From an optimization exercise on the open Yosys and OpenROAD flow, aimed at small area, a short achievable clock period and few clock cycles per item; shortcuts taken in it are not production practice. Where RTL was checked, it was by simulation tests only, not by an equivalence proof against the original. Power and IR drop assume default switching activity.

Design fx25_kiss_enc, start of the top module:
module fx25_kiss_enc (
    input  wire        clk,
    input  wire        rst,
    input  wire        chunk_valid,
    output reg         chunk_ready,
    input  wire [7:0]  chunk_len,
    input  wire [47:0] dst_call,      
    input  wire [3:0]  dst_ssid,
    input  wire [47:0] src_call,      
    input  wire [3:0]  src_ssid,
    input  wire        in_valid,
    output reg         in_ready,
    input  wire [7:0]  in_data,
    output reg         out_valid,
    input  wire        out_ready,
    output reg  [7:0]  out_data,
    output reg         out_last,
    output reg  [15:0] skip_count
);
Settings: LEC_CHECK=0, CAP_MARGIN=20, CORE_MARGIN=2, CORE_UTILIZATION=70, SETUP_SLACK_MARGIN=2.95, SLEW_MARGIN=20; clock period 5.0 ns.
standard.sh (not shown) runs the stock make flow with config.mk's settings and CLKGATE_MAP_FILE= SYNTH_SCRIPT=/design/flow/synth_recipe.tcl, a recipe that flattens the netlist after the stock synthesis.
==> flow/flow/run.sh <==
#!/bin/bash
set -euo pipefail
export BUFFER_PORTS_ARGS="-buffer_cell sky130_fd_sc_hd__buf_1"
export CTS_ARGS="-sink_clustering_enable -repair_clock_nets -dont_use_dummy_load -buf_list sky130_fd_sc_hd__clkbuf_16 -sink_clustering_size 20 -sink_clustering_max_diameter 100"
bash standard.sh > standard_flow.log 2>&1
Testbench counts at the start, summed over its fixed seeds: cycles 34,444, frames 128.
==> next run, changes <==
Settings changed: SETUP_SLACK_MARGIN 2.95 to 2.8.
Result:
- The new run completed with no timing, DRC or antenna violations
- clock skew hardly moves
- maximum frequency went down by 1.4%
- via count went down by 7.8%
- routed wire length went down by 18%
- die area stays the same
- sequential share of layout area went up by 3.1 points
- setup slack gets worse by 0.032 ns
- core utilization went down by 5.0 points
- total power went down by 5.5%
==> next run, changes <==
Settings changed: CORE_UTILIZATION 70 to 60.
Effect: Global-route usage decreases by 3.5 points. Count of clock-buffer cells in the layout stays the same. Final area increases by about 0.9%. Power hardly moves. Non-clock buffer count increases by 8. Via count decreases by 1.6%. Fmax increases by about 1.1%. Clock skew decreases by 0.0031 ns.
==> next run, changes <==
Settings changed: SETUP_SLACK_MARGIN 2.8 to 2.75.
Final cell count falls by 0.38%.
Setup slack is worse by 0.021 ns.
Register-to-register slack is about the same.
==> next run, changes <==
Settings changed: CORE_UTILIZATION 60 to 70, PLACE_DENSITY from default to 0.85, SETUP_SLACK_MARGIN 2.75 to 2.8.
- worst setup slack gains 0.033 ns
- clock power hardly moves
- clock skew stays flat
- total power increases by 1.5%
- die area decreases by about 14%
- sequential share of layout area decreases by 0.16 points
- wire length increases by 0.92%
- synthesized cell count stays the same
- design area increases by about 0.35%
==> next run, changes <==
Settings changed: CORE_UTILIZATION 70 to 60, PLACE_DENSITY 0.85 to 0.8.
Result: Combinational power is about the same. First-iteration DRC count goes up by 15%. Final area rises by 0.82%. Utilization fell by 10 points. Die area rose by 16%. Critical path depth came out lower by 5. Total power barely changes. Worst setup slack is about the same.

========
Starting RTL as in the previous note.
==> flow/config.mk <==
export PLATFORM = sky130hd
export DESIGN_NAME = fx25_kiss_enc
export DESIGN_NICKNAME = fx25_kiss_enc
export VERILOG_FILES = /design/flow/design.v
export SDC_FILE = /design/flow/constraint.sdc
export NUM_CORES = 4
export LEC_CHECK = 0
export CAP_MARGIN = 5
export CORE_MARGIN = 2
export CORE_UTILIZATION = 60
export SETUP_SLACK_MARGIN = 2.8
export SLEW_MARGIN = 5
==> flow/constraint.sdc <==
create_clock -name core_clock -period 5.0 [get_ports {clk}]
set_input_delay 1.0000 -clock core_clock [delete_from_list [all_inputs] [get_ports {clk}]]
set_output_delay 1.0000 -clock core_clock [all_outputs]
set_load 0.01 [all_outputs]
Scripts as last shown in full above: flow/flow/run.sh
The starting point completed with no timing, DRC or antenna violations.
Testbench counts at the start, summed over its fixed seeds: cycles 34,444, frames 128.
==> next run, changes <==
==> flow/flow/run.sh (replaced) <==
#!/bin/bash
set -euo pipefail
export BUFFER_PORTS_ARGS="-buffer_cell sky130_fd_sc_hd__buf_1"
export CTS_ARGS="-sink_clustering_enable -repair_clock_nets -dont_use_dummy_load -buf_list sky130_fd_sc_hd__clkbuf_8 -sink_clustering_size 14 -sink_clustering_max_diameter 80"
bash standard.sh > standard_flow.log 2>&1
CAP_MARGIN = 20   (was 5)
PLACE_DENSITY = 0.8   (was unset)
SLEW_MARGIN = 20   (was 5)
Global-route usage rose by 1.1 points.
Utilization went down by 0.69 points.
Setup slack gets worse by 0.056 ns.
Total power came out lower by 2.2%.
First-iteration DRC count grows by about 16%.
Design area shrinks by about 1%.
Critical path depth is lower by 2.
Clock skew rises by 0.021 ns.
Final cell count is higher by about 0.4%.
==> next run, changes <==
==> flow/flow/run.sh (replaced) <==
#!/bin/bash
set -euo pipefail
export BUFFER_PORTS_ARGS="-buffer_cell sky130_fd_sc_hd__buf_1"
export CTS_ARGS="-sink_clustering_enable -repair_clock_nets -dont_use_dummy_load -buf_list sky130_fd_sc_hd__clkbuf_16 -sink_clustering_size 20 -sink_clustering_max_diameter 100"
bash standard.sh > standard_flow.log 2>&1
PLACE_DENSITY = 0.85   (was 0.8)
SETUP_SLACK_MARGIN = 2.9   (was 2.8)
Total power rose by 5.0%.
Wire length rose by about 7%.
Via count rose by 5.4%.
==> next run, changes <==
==> flow/flow/run.sh (replaced) <==
#!/bin/bash
set -euo pipefail
export BUFFER_PORTS_ARGS="-buffer_cell sky130_fd_sc_hd__buf_1"
export CTS_ARGS="-sink_clustering_enable -repair_clock_nets -dont_use_dummy_load -buf_list sky130_fd_sc_hd__clkbuf_8 -sink_clustering_size 14 -sink_clustering_max_diameter 80"
bash standard.sh > standard_flow.log 2>&1
PLACE_DENSITY = unset   (was 0.85)
SETUP_SLACK_MARGIN = 2.8   (was 2.9)
Effect: The changed run went through all stages and came out clean; count of clock-buffer cells in the layout goes up by 8; cell area goes down by a few percent; critical path depth is unchanged; global-route usage goes down by 1.7 points; sequential share of layout area goes up by 1.6 points; routed wire length goes down by roughly a tenth; area after synthesis stays the same.

========
Another version of the RTL of fx25_kiss_enc (not shown whole).
Size in the first run: about 380 flip-flops, roughly 150 I/O pins, about 0.018 mm2 of cells after synthesis.
clock: 5.0 ns
lec_check: 0
cap_margin: 20
core_margin: 2
core_utilization: 65
setup_slack_margin: 2.8
slew_margin: 20
==> flow/flow/run.sh <==
#!/bin/bash
set -euo pipefail
export BUFFER_PORTS_ARGS="-buffer_cell sky130_fd_sc_hd__buf_1"
export CTS_ARGS="-sink_clustering_enable -repair_clock_nets -dont_use_dummy_load -buf_list sky130_fd_sc_hd__clkbuf_16 -sink_clustering_size 20 -sink_clustering_max_diameter 100"
bash standard.sh > standard_flow.log 2>&1
The baseline finished with timing, DRC and antenna clean.
==> next run, changes <==
Settings changed: CORE_UTILIZATION 65 to 70, SETUP_SLACK_MARGIN 2.8 to 2.85.
Outcome:
- setup slack is better by 10 ps
- sequential power grows by about 1%
- clock-buffer cell count does not change
- wire length grows by 11%
- via count grows by 3.9%
- area after synthesis stays the same
- cell count shrinks by 0.59%
- power grows by 2.6%
- critical path depth shrinks by 3
==> next run, changes <==
Settings changed: CORE_UTILIZATION 70 to 60, SETUP_SLACK_MARGIN 2.85 to 2.8.
Effect: Total power decreases by 2.9%; worst setup slack gets worse by 8.8 ps; sequential power decreases by about 1%; fmax decreases by 0.39%; clock power stays flat; cell count increases by 2.7%; design area hardly moves; die area increases by 16%; wire length decreases by 6.5%; synthesized cell count stays the same; clock-buffer cell count stays the same.
Function was not checked in any run of this note: the RTL went through the layout flow alone.

========
run 1:
fx25_kiss_enc, a different RTL version from the one above (not shown whole).
Size: roughly 380 flip-flops, ~150 I/O pins, roughly 18000 um2 of cells after synthesis.
Settings: LEC_CHECK=0, CAP_MARGIN=20, CORE_MARGIN=2, CORE_UTILIZATION=60, SETUP_SLACK_MARGIN=2.6, SLEW_MARGIN=20; clock period 5.0 ns.
Scripts as last shown in full above: flow/flow/run.sh
Run 1 finished all stages; the layout is clean.
Inputs modified between run 1 and run 2:
- SETUP_SLACK_MARGIN changed from 2.6 to 2.8
==> comparison <==
Run 2: net count reported at finish is 56 higher than what run 1 reported. Looking only at all-layer global routing usage, and setting everything else aside, the lower value of run 1 and run 2 goes to run 1. Of run 2 and run 1, it is run 2 that has the higher core utilization.
> inputs changed (run 2 -> run 3)
- SETUP_SLACK_MARGIN now 2.75, was 2.8
- CORE_UTILIZATION now 70, was 60
## What came out
- On later-pin clock latency in the skew report, run 3 tracks run 2 almost exactly.
- Taking run 2 as the reference, in run 3 data arrival at the endpoint of the critical path shows an increase of 130 ps, final worst slack shows a reduction of 14 ps, proportion of power drawn by combinational gates shows no meaningful change, first-iteration DRC count shows an increase of 183, first-pass GRT wire length shows a reduction of 2.1%.
- On vertical die dimension: between run 2 and run 3, it ends up lower for run 3.
- In run 3, the pin count of the biggest net entering global routing came out 110% above the value in run 2.
- Going from run 2 to run 3, number of multi-input combinational cells was more or less identical; core utilization moved up.
No run of this note included a check of the RTL's function; only the layout flow was run.

========
Another version of the RTL of fx25_kiss_enc (not shown whole).
Size: about 1400 cells after synthesis, roughly 150 I/O pins, about 18000 sq um of cells after synthesis.
==> flow/config.mk <==
export PLATFORM = sky130hd
export DESIGN_NAME = fx25_kiss_enc
export DESIGN_NICKNAME = fx25_kiss_enc
export VERILOG_FILES = /design/flow/design.v
export SDC_FILE = /design/flow/constraint.sdc
export NUM_CORES = 4
export LEC_CHECK = 0
export CAP_MARGIN = 20
export CORE_MARGIN = 2
export CORE_UTILIZATION = 60
export PLACE_DENSITY = 0.8
export SETUP_SLACK_MARGIN = 2.8
export SLEW_MARGIN = 20
==> flow/constraint.sdc <==
create_clock -name core_clock -period 5.0 [get_ports {clk}]
set_input_delay 1.0000 -clock core_clock [delete_from_list [all_inputs] [get_ports {clk}]]
set_output_delay 1.0000 -clock core_clock [all_outputs]
set_load 0.01 [all_outputs]
Scripts as last shown in full above: flow/flow/run.sh
The baseline finished clean.
Rerun with:
Settings changed: PLACE_DENSITY 0.8 to default.
Result:
- The changed run went through all stages and came out clean
- cell area came out higher by 1.4%
- setup slack got worse by 0.011 ns
- via count fell by 2.0%
- hold slack is about the same
- maximum frequency came out lower by 0.50%
- sequential cell count stays the same
- first-iteration DRC count is lower by 15%
- register-to-register slack barely changes
- sequential power is about the same
- power stays flat
No run of this note included a check of the RTL's function; only the layout flow was run.

[re-timing with driven ports]
Ports are ideal in the flow. The routed layouts listed here were re-timed in OpenROAD.
Step 1 assumes that a clkbuf_16 drives the clock port and a buf_2 every other input.
Step 2 times the ports against the registers' clock, not the clock port: input delays grow and output delays shrink by t, the midpoint of the rising clock arrivals with the driver on.
Three values: no drivers, after step 1, after step 2; two values: the first two.
run | t, ns | setup WS [ns] | worst setup path at the end | slew at the worst register clock pin (ns)
the first run of note 1 | 0.577 | 2.844 / 2.793 / 2.431 | input to register | 0.09 / 0.09
the second run of note 1 | 0.549 | 2.812 / 2.812 / 2.300 | input to register | 0.09 / 0.09
the third run of note 1 | 0.549 | 2.836 / 2.833 / 2.340 | input to register | 0.09 / 0.09
the fourth run of note 1 | 0.561 | 2.815 / 2.765 / 2.342 | input to register | 0.09 / 0.09
the fifth run of note 1 | 0.558 | 2.847 / 2.834 / 2.306 | input to register | 0.09 / 0.09
the sixth run of note 1 | 0.573 | 2.846 / 2.796 / 2.342 | input to register | 0.09 / 0.09
the first run of note 2 | 0.549 | 2.836 / 2.833 / 2.340 | input to register | 0.09 / 0.09
the second run of note 2 | 0.632 | 2.780 / 2.762 / 2.301 | input to register | 0.10 / 0.10
the third run of note 2 | 0.564 | 2.854 / 2.854 / 2.385 | input to register | 0.09 / 0.09
the fourth run of note 2 | 0.620 | 2.843 / 2.816 / 2.273 | input to register | 0.10 / 0.10
the first run of note 3 | 0.564 | 2.757 / 2.757 / 2.297 | input to register | 0.09 / 0.09
the second run of note 3 | 0.554 | 2.767 / 2.767 / 2.382 | input to register | 0.09 / 0.09
the third run of note 3 | 0.561 | 2.758 / 2.758 / 2.296 | input to register | 0.09 / 0.09
run 1 | 0.570 | 2.646 / 2.664 / 2.095 | input to register | 0.09 / 0.09
run 2 | 0.578 | 2.784 / 2.784 / 2.305 | input to register | 0.09 / 0.09
run 3 | 0.575 | 2.770 / 2.770 / 2.245 | input to register | 0.09 / 0.09
the first run of note 5 | 0.576 | 2.783 / 2.783 / 2.284 | input to register | 0.09 / 0.09
the second run of note 5 | 0.572 | 2.772 / 2.772 / 2.276 | input to register | 0.09 / 0.09
After both steps setup and hold are still met in every run listed. For the fourth run of note 2, which loses most, drivers alone change the setup slack by -0.027 ns; drivers and shift together by -0.570 ns.
